Source: an optimization exercise on an open RTL-to-GDS flow (aim: small area, a short achievable clock period and few clock cycles). Production flows keep margins and buffers that such runs may drop. The RTL was checked by simulation tests, not by an equivalence proof against the original design. Power figures rest on the tool's default switching activity, not on a simulated workload.

==> flow/design.v <==
module qbc (
    input  wire        clk,
    input  wire        rst_n,
    input  wire        req_valid,
    output wire        req_ready,
    input  wire        req_write,
    input  wire [7:0]  req_addr,
    input  wire [31:0] req_wdata,
    output wire        rsp_valid,
    output wire [31:0] rsp_rdata,
    output wire        rsp_err
);
    localparam [63:0] FOOTER    = 64'h000F_FFFF_FFFF_FFFF;
    localparam [63:0] HEADER    = 64'h4000_0000_0000_0000;
    localparam [63:0] MODE_CELL = 64'h0800_0000_0000_0000;
    localparam [63:0] RES_MASK  = 64'h01F0_0000_0000_0000;
    localparam [31:0] ID_VALUE  = 32'h5142_0701;
    localparam [3:0] OP_NOP       = 4'h0;
    localparam [3:0] OP_PACK      = 4'h1;
    localparam [3:0] OP_UNPACK    = 4'h2;
    localparam [3:0] OP_CHECK     = 4'h3;
    localparam [3:0] OP_GETRES    = 4'h4;
    localparam [3:0] OP_PARENT    = 4'h5;
    localparam [3:0] OP_CHILDREN  = 4'h6;
    localparam [3:0] OP_NEXTCHILD = 4'h7;
    localparam [3:0] OP_MENC      = 4'h8;
    localparam [3:0] OP_MDEC      = 4'h9;
    localparam [3:0] E_NONE    = 4'd0;
    localparam [3:0] E_INVRES  = 4'd1;
    localparam [3:0] E_ILLEGAL = 4'd2;
    localparam [3:0] E_RANGE   = 4'd3;
    localparam [3:0] E_NOITER  = 4'd4;
    reg [63:0] idx_in;
    reg [31:0] x_in, y_in;
    reg [63:0] res;
    reg [31:0] x_out, y_out, f_out;
    reg [31:0] cmd;
    reg        st_vi, st_vc, st_can, st_cha, st_err, st_errs;
    reg [3:0]  st_ecode;
    reg [63:0] ch_base, ch_k, ch_n;
    reg        running;       
    reg        rsp_pending;
    reg [31:0] rsp_data_q;
    reg        rsp_err_q;
    assign req_ready = running & rst_n;
    assign rsp_valid = rsp_pending & rst_n;
    assign rsp_rdata = rsp_data_q;
    assign rsp_err   = rsp_err_q;
    wire accept    = req_valid & req_ready;
    wire aligned   = (req_addr[1:0] == 2'b00);
    wire do_write  = accept & req_write & aligned;
    wire do_cmd    = do_write & (req_addr == 8'h00);
    wire [31:0] status = {20'd0, st_ecode, 2'b00, st_errs, st_err,
                          st_cha, st_can, st_vc, st_vi};
    wire [31:0] w  = req_wdata;
    wire [3:0]  op = w[3:0];
    wire [4:0]  r  = w[12:8];
    wire uses_r  = (op == OP_PACK) || (op == OP_PARENT) || (op == OP_CHILDREN);
    wire illegal = (w[31:13] != 19'd0) || (w[7:4] != 4'd0) ||
                   (op >= 4'hA) || (!uses_r && (r != 5'd0));
    wire [4:0] z_idx = idx_in[56:52];
    reg [63:0] menc_code;
    integer i;
    always @* begin
        for (i = 0; i < 32; i = i + 1) begin
            menc_code[2*i]     = x_in[i];
            menc_code[2*i + 1] = y_in[i];
        end
    end
    reg [31:0] mdec_x, mdec_y;
    always @* begin
        for (i = 0; i < 32; i = i + 1) begin
            mdec_x[i] = idx_in[2*i];
            mdec_y[i] = idx_in[2*i + 1];
        end
    end
    wire [63:0] unp_q = (idx_in & FOOTER) << 12;
    reg  [31:0] unp_xs, unp_ys;
    always @* begin
        for (i = 0; i < 32; i = i + 1) begin
            unp_xs[i] = unp_q[2*i];
            unp_ys[i] = unp_q[2*i + 1];
        end
    end
    wire [5:0]  unp_sh = 6'd32 - {1'b0, z_idx};
    wire [31:0] unp_x  = unp_xs >> unp_sh;
    wire [31:0] unp_y  = unp_ys >> unp_sh;
    wire [31:0] fields = {14'd0, idx_in[63], idx_in[62], 2'b00, idx_in[58:57],
                          1'b0, idx_in[61:59], 3'b000, idx_in[56:52]};
    wire [63:0] chk_footer = FOOTER >> {z_idx, 1'b0};
    wire chk_vi  = (idx_in[63] == 1'b0) && (idx_in[62] == 1'b1) &&
                   (idx_in[61:59] != 3'd7) && (z_idx <= 5'd26) &&
                   ((idx_in & chk_footer) == chk_footer);
    wire chk_vc  = chk_vi && (idx_in[61:59] == 3'd1);
    wire chk_can = chk_vc && (idx_in[58:57] == 2'd0);
    wire [5:0]  pk_sh  = 6'd32 - {1'b0, r};
    wire [63:0] pk_xa  = {32'd0, x_in} << pk_sh;
    wire [63:0] pk_ya  = {32'd0, y_in} << pk_sh;
    reg  [63:0] pk_m;
    always @* begin
        for (i = 0; i < 32; i = i + 1) begin
            pk_m[2*i]     = pk_xa[i];
            pk_m[2*i + 1] = pk_ya[i];
        end
    end
    wire pk_range = ((x_in >> r) != 32'd0) || ((y_in >> r) != 32'd0);
    wire [63:0] pk_res = HEADER | MODE_CELL | ({59'd0, r} << 52) |
                         (pk_m >> 12) | (FOOTER >> {r, 1'b0});
    wire [63:0] par_res = (idx_in & ~RES_MASK) | ({59'd0, r} << 52) |
                          (FOOTER >> {r, 1'b0});
    wire [4:0]  chl_d     = r - z_idx;
    wire [63:0] chl_n     = 64'd1 << {chl_d, 1'b0};
    wire [5:0]  chl_shift = 6'd52 - {r, 1'b0};
    wire [63:0] chl_base  = ((idx_in & ~RES_MASK) | ({59'd0, r} << 52)) &
                            ~((chl_n - 64'd1) << chl_shift);
    wire [5:0]  nc_shift = 6'd52 - {ch_base[56:52], 1'b0};
    wire [63:0] nc_res   = ch_base | (ch_k << nc_shift);
    wire [63:0] nc_k1    = ch_k + 64'd1;
    reg [3:0] cmd_err;
    always @* begin
        cmd_err = E_NONE;
        if (illegal)
            cmd_err = E_ILLEGAL;
        else case (op)
            OP_PACK:      if (r > 5'd26) cmd_err = E_INVRES;
                          else if (pk_range) cmd_err = E_RANGE;
            OP_PARENT:    if (r > 5'd26 || r > z_idx) cmd_err = E_INVRES;
            OP_CHILDREN:  if (r > 5'd26 || r <= z_idx) cmd_err = E_INVRES;
            OP_NEXTCHILD: if (!st_cha) cmd_err = E_NOITER;
            default:      cmd_err = E_NONE;
        endcase
    end
    wire cmd_ok = (cmd_err == E_NONE);
    reg [31:0] rd_data;
    always @* begin
        case (req_addr)
            8'h00: rd_data = cmd;
            8'h04: rd_data = status;
            8'h08: rd_data = ID_VALUE;
            8'h10: rd_data = idx_in[31:0];
            8'h14: rd_data = idx_in[63:32];
            8'h18: rd_data = x_in;
            8'h1C: rd_data = y_in;
            8'h20: rd_data = res[31:0];
            8'h24: rd_data = res[63:32];
            8'h28: rd_data = x_out;
            8'h2C: rd_data = y_out;
            8'h30: rd_data = f_out;
            8'h38: rd_data = ch_base[31:0];
            8'h3C: rd_data = ch_base[63:32];
            8'h40: rd_data = ch_k[31:0];
            8'h44: rd_data = ch_k[63:32];
            8'h48: rd_data = ch_n[31:0];
            8'h4C: rd_data = ch_n[63:32];
            default: rd_data = 32'd0;
        endcase
    end
    always @(posedge clk) begin
        if (!rst_n) begin
            running     <= 1'b0;
            rsp_pending <= 1'b0;
            rsp_data_q  <= 32'd0;
            rsp_err_q   <= 1'b0;
            idx_in   <= 64'd0;
            x_in     <= 32'd0;
            y_in     <= 32'd0;
            res      <= 64'd0;
            x_out    <= 32'd0;
            y_out    <= 32'd0;
            f_out    <= 32'd0;
            cmd      <= 32'd0;
            st_vi    <= 1'b0;
            st_vc    <= 1'b0;
            st_can   <= 1'b0;
            st_cha   <= 1'b0;
            st_err   <= 1'b0;
            st_errs  <= 1'b0;
            st_ecode <= 4'd0;
            ch_base  <= 64'd0;
            ch_k     <= 64'd0;
            ch_n     <= 64'd0;
        end else begin
            running     <= 1'b1;
            rsp_pending <= accept;
            if (accept) begin
                rsp_err_q  <= !aligned;
                rsp_data_q <= (!aligned || req_write) ? 32'd0 : rd_data;
            end
            if (do_write) begin
                case (req_addr)
                    8'h04: if (req_wdata[5]) st_errs <= 1'b0;
                    8'h10: idx_in[31:0]  <= req_wdata;
                    8'h14: idx_in[63:32] <= req_wdata;
                    8'h18: x_in <= req_wdata;
                    8'h1C: y_in <= req_wdata;
                    default: ;
                endcase
            end
            if (do_cmd) begin
                cmd      <= req_wdata;
                st_err   <= !cmd_ok;
                st_ecode <= cmd_err;
                if (!cmd_ok)
                    st_errs <= 1'b1;
                if (cmd_ok) begin
                    case (op)
                        OP_PACK:   res <= pk_res;
                        OP_UNPACK: begin
                            x_out <= unp_x;
                            y_out <= unp_y;
                            f_out <= fields;
                        end
                        OP_CHECK: begin
                            st_vi  <= chk_vi;
                            st_vc  <= chk_vc;
                            st_can <= chk_can;
                            f_out  <= fields;
                        end
                        OP_GETRES: f_out <= fields;
                        OP_PARENT: res <= par_res;
                        OP_CHILDREN: begin
                            ch_base <= chl_base;
                            ch_k    <= 64'd0;
                            ch_n    <= chl_n;
                            st_cha  <= 1'b1;
                        end
                        OP_NEXTCHILD: begin
                            res  <= nc_res;
                            ch_k <= nc_k1;
                            if (nc_k1 == ch_n)
                                st_cha <= 1'b0;
                        end
                        OP_MENC: res <= menc_code;
                        OP_MDEC: begin
                            x_out <= mdec_x;
                            y_out <= mdec_y;
                        end
                        default: ;
                    endcase
                end
            end
        end
    end
endmodule
==> flow/run.sh <==
#!/bin/bash
# synth_recipe.tcl (not shown) runs the flow's synth.tcl, then flattens the netlist and writes it again
# the make line also repeats each setting of config.mk as NAME=value (left out here)
make -C /OpenROAD-flow-scripts/flow DESIGN_CONFIG=/design/flow/config.mk WORK_HOME=/design/flow/orfs CLKGATE_MAP_FILE= SYNTH_SCRIPT=/design/flow/synth_recipe.tcl finish
==> flow/config.mk <==
export PLATFORM = sky130hd
export DESIGN_NAME = qbc
export DESIGN_NICKNAME = qbc
export VERILOG_FILES = /design/flow/design.v
export SDC_FILE = /design/flow/constraint.sdc
export NUM_CORES = 4
export LEC_CHECK = 0
export CAP_MARGIN = 20
export CORE_MARGIN = 2
export CORE_UTILIZATION = 40
export SLEW_MARGIN = 20
==> flow/constraint.sdc <==
create_clock -name core_clock -period 5.0 [get_ports {clk}]
set_input_delay 1.0000 -clock core_clock [delete_from_list [all_inputs] [get_ports {clk}]]
set_output_delay 1.0000 -clock core_clock [all_outputs]
set_load 0.01 [all_outputs]
==> notes.md <==
==> metal layers <==
layer,track usage,wire length (um)
met5,0,184
met4,0.3837,26130
met3,0.1761,40940
met2,0.7003,114300
met1,0.6534,111200
==> final cells by class <==
type / count / area (um2)
fillers: 10760 / 54880
multi-input cells: 4720 / 30490
flip-flops and latches: 504 / 10090
repair buffers: 823 / 6995
well taps: 1403 / 1755
clock buffers: 80 / 1698
clock inverters: 34 / 436.7
inverters: 41 / 166.4
diodes: 37 / 92.59
==> how the worst max path moves through the flow <==
stage / to / slack (ps)
after global routing: y_out[18]$_SDFFE_PN0P_ / 340
final: y_out[18]$_SDFFE_PN0P_ / 500
after CTS: y_out[18]$_SDFFE_PN0P_ / 600
after global placement: x_out[17]$_SDFFE_PN0P_ / -80
after floorplan: ch_base[58]$_SDFFE_PN0P_ / -560
after detailed placement: y_out[18]$_SDFFE_PN0P_ / -100
==> power by group through the flow <==
stage / Clock [W] / Combinational (W) / Sequential [W]
after floorplan: 0 / 0.00120 / 0.00411
after global placement: 0 / 0.00245 / 0.00411
after detailed placement: 0 / 0.00243 / 0.00411
after CTS: 0.00488 / 0.00243 / 0.00402
after global routing: 0.00502 / 0.00261 / 0.00402
final: 0.00490 / 0.00256 / 0.00402
==> metrics by stage <==
| step | util | std cells | worst slack (ps) | hold WS (ps) |
|---|---|---|---|---|
| 6_report | 0.4852 | 7642 | 502.7 | 468.6 |
| 5_1_grt | 0.4844 | 7607 | 341.3 | 504.0 |
| 4_1_cts | 0.4841 | 7603 | 600.1 | 464.2 |
| 3_5_place_dp | 0.4641 | 7489 | -96.16 | 454.4 |
| 3_3_place_gp | 0.4641 | 7489 | -80.12 | 441.3 |
| 2_1_floorplan | - | 5925 | -564.3 | 430.2 |
==> sequential cells by signal, indices dropped and copies added (netlist names), 32 cells and up <==
name / flops
ch_base: 64
ch_k: 64
ch_n: 32
cmd: 32
idx_in: 64
res: 64
rsp_data_q: 32
x_in: 32
x_out: 32
y_in: 32
y_out: 32
==> cells in the final DEF, fill, tap and decap left out, types with 34 or more instances in the layout <==
cell type        count
a211oi_1            90
a21boi_0           232
a21oi_1            329
a221oi_1            96
a22o_1              47
a22oi_1            110
a31oi_1             90
and2_1              43
and3_1              36
buf_12              51
buf_4              694
clkbuf_16           61
clkdlybuf4s50_1     71
dfxtp_1            502
diode_2             37
mux2_2              43
mux2i_1            273
mux4_2              84
nand2_1           1100
nand3_1            203
nand4_1             59
nor2_1             317
nor2b_1            153
nor3_1             128
nor4_1              42
o2111ai_1           34
o211a_1             78
o211ai_1           103
o21ai_0            389
o22ai_1             35
xnor2_1             60
==> worst max-delay path, stage by stage <==
cell,delay (ps)
clkbuf_8,160
buf_4,150
buf_12,410
mux2i_1,250
a32oi_1,250
a21oi_1,270
buf_4,150
a22oi_1,90
a22oi_1,310
buf_4,180
nand3_1,90
a31oi_1,420
nor3b_2,390
buf_12,240
buf_4,300
nand2_1,120
o211a_1,140
==> cell families after synthesis <==
group,count (synthesis)
flip-flops,504
buffers and inverters,701
adder cells (fa/ha/maj),23
XOR/XNOR,100
multiplexers,403
AND/OR/NAND/NOR,2238
AO/OA/AOI/OAI,1956
==> impl_metrics.ini <==
[critical_path]
ff2ff_path_depth = 20
crit_required_ps = 5580
startpoint = req_wdata[8]
arrival_ps = 5080
path_class = in2reg
crit_fanout = 106
end_kind = flop
worst_r2r_startpoint = idx_in[56]$_SDFFE_PN0P_
reg2reg_slack_ps = 530
cp-start-kind = input pin
regToRegEndpoint = ch_base[49]$_SDFFE_PN0P_

[sta]
period_needed_ps = 4497
relSlewSlack = 0.1090
rsz0062_at_grt = false
worst_slew_pin_slew_ps = 1337
hold_viol = 0
slew_violations = 0
setup_violations = 0
max_freq_mhz = 222.4
min_period_over_period = 0.8995
fin_setup_tns_ps = 0
finalClockSkew_ps = 36.06

[power]
power.switching_fraction = 0.3274
comb_power_share = 0.223
power.switching_w = 0.003755
pwr-share-clk = 0.427
total_power_w = 0.01147
leakage_nw = 18.94
seq_power_share = 0.350
p_int_w = 0.007715
p_per_area_mw_per_mm2 = 221.7
peakVddDrop_mv = 0.2899

[synth]
netlist_area_mm2 = 0.04283
synthSimpleGateAreaFrac = 0.2363
synth-edff-count = 0
synth_top_area_share = 0.2356
synthFlopType = dfxtp_1
synth_seq_cells = 504
synth.area.top_cells = dfxtp_1 24%, nand2_1 9.7%, mux2i_1 6.4%
synth_compound_area_frac = 0.3159
synthAdderAreaFrac = 0.006895
yosysMostFrequentCell = nand2_1
synth_commonest_cells = 1,102 x nand2_1, 536 x clkbuf_1, 504 x dfxtp_1, 397 x o21ai_0, 336 x a21oi_1
ys_types = 99
async_reset_ff_frac = 0
synth_seq_area_share = 0.2356
yosysWarnings = 1
yosys-mux-area-fraction = 0.1202
synth_top_family_by_area = compound AO/OA/AOI/OAI gates
synthCells = 5925
syn_nets = 5992
synth_xor_area_frac = 0.02063
syn_avg_cell_area_um2 = 7.228
synth_area_leader_cell = dfxtp_1

[clocking]
clockBufferDepth = 3
htree_levels = 2
path_clk_slew_ps = 60
cts_sinks = 504
hold_buffers = 0
cts_tree = yes
clock_latency_ps = 730
numCtsBuffers = 61
postCtsResizedCells = 0
cts-root-buf = clkbuf_16
cts_setup_buffers = 0

[detailed_routing]
vias = 54300
detail_route.wl_per_cell_um = 38.31
ant_nets = 0
drt-pass1-iter-count = 7
drcViolationCount = 0
wl_um = 292800
drtIter0Drc = 9544
vias_per_cell = 7.106

[global_route]
grt_pass1_wl_um = 397900
grt_max_degree = 228
grt_pass1_vias = 48740
track_usage = 0.5102
grt_overflow = 0
grt_antenna_before_repair = 46

[placement]
gp_congestion = 1.138
port_buffers = 78
dpl-instance-area_mm2 = 0.04948
dpl.hpwl_um = 222400

[layout]
drive_above_1_share = 0.1790
area_delta_synth_final_pct = 20.78
fin_area_mm2 = 0.05173
nets = 6218

[min_path]
hold_path_end = idx_in[0]$_SDFFE_PN0P_
min_path_type = reg2reg
hp-start = idx_in[0]$_SDFFE_PN0P_
hold_depth = 2

[floorplanning]
dieArea_mm2 = 0.1097
rows = 120
io_pins = 79
start_util = 0.4018
chipWidth_um = 331.2
die_h_um = 331.2
core_area_mm2 = 0.1066

[flow_run]
drv_cap = 0

[outcome]
status = complete, no violations
Testbench counts, summed over its fixed seeds: cycles 39,357.

what the ideal ports hide:
In the flow no input, the clock included, has a driving cell. The finished layout below was timed again as built, in two steps. Step 1, drivers: a clkbuf_16 drives clk and a buf_2 each remaining input, both assumed. Step 2 moves the port delays by t, midway between the first and last clock arrival at a register: inputs arrive t later, outputs are due t later. That takes back most of the time a late clock gives input paths. a / b / c = no drivers / after step 1 / after step 2; a / b = the first two.
shift t [ns]: 0.782
setup WS [ns]: 0.503 / 0.530 / -0.252
hold WS [ns]: 0.469 / 0.469 / 0.469
Met with ideal ports but missed after step 2: setup timing in this run. For this run, drivers alone change the setup slack by +0.027 ns; drivers and shift together by -0.755 ns.
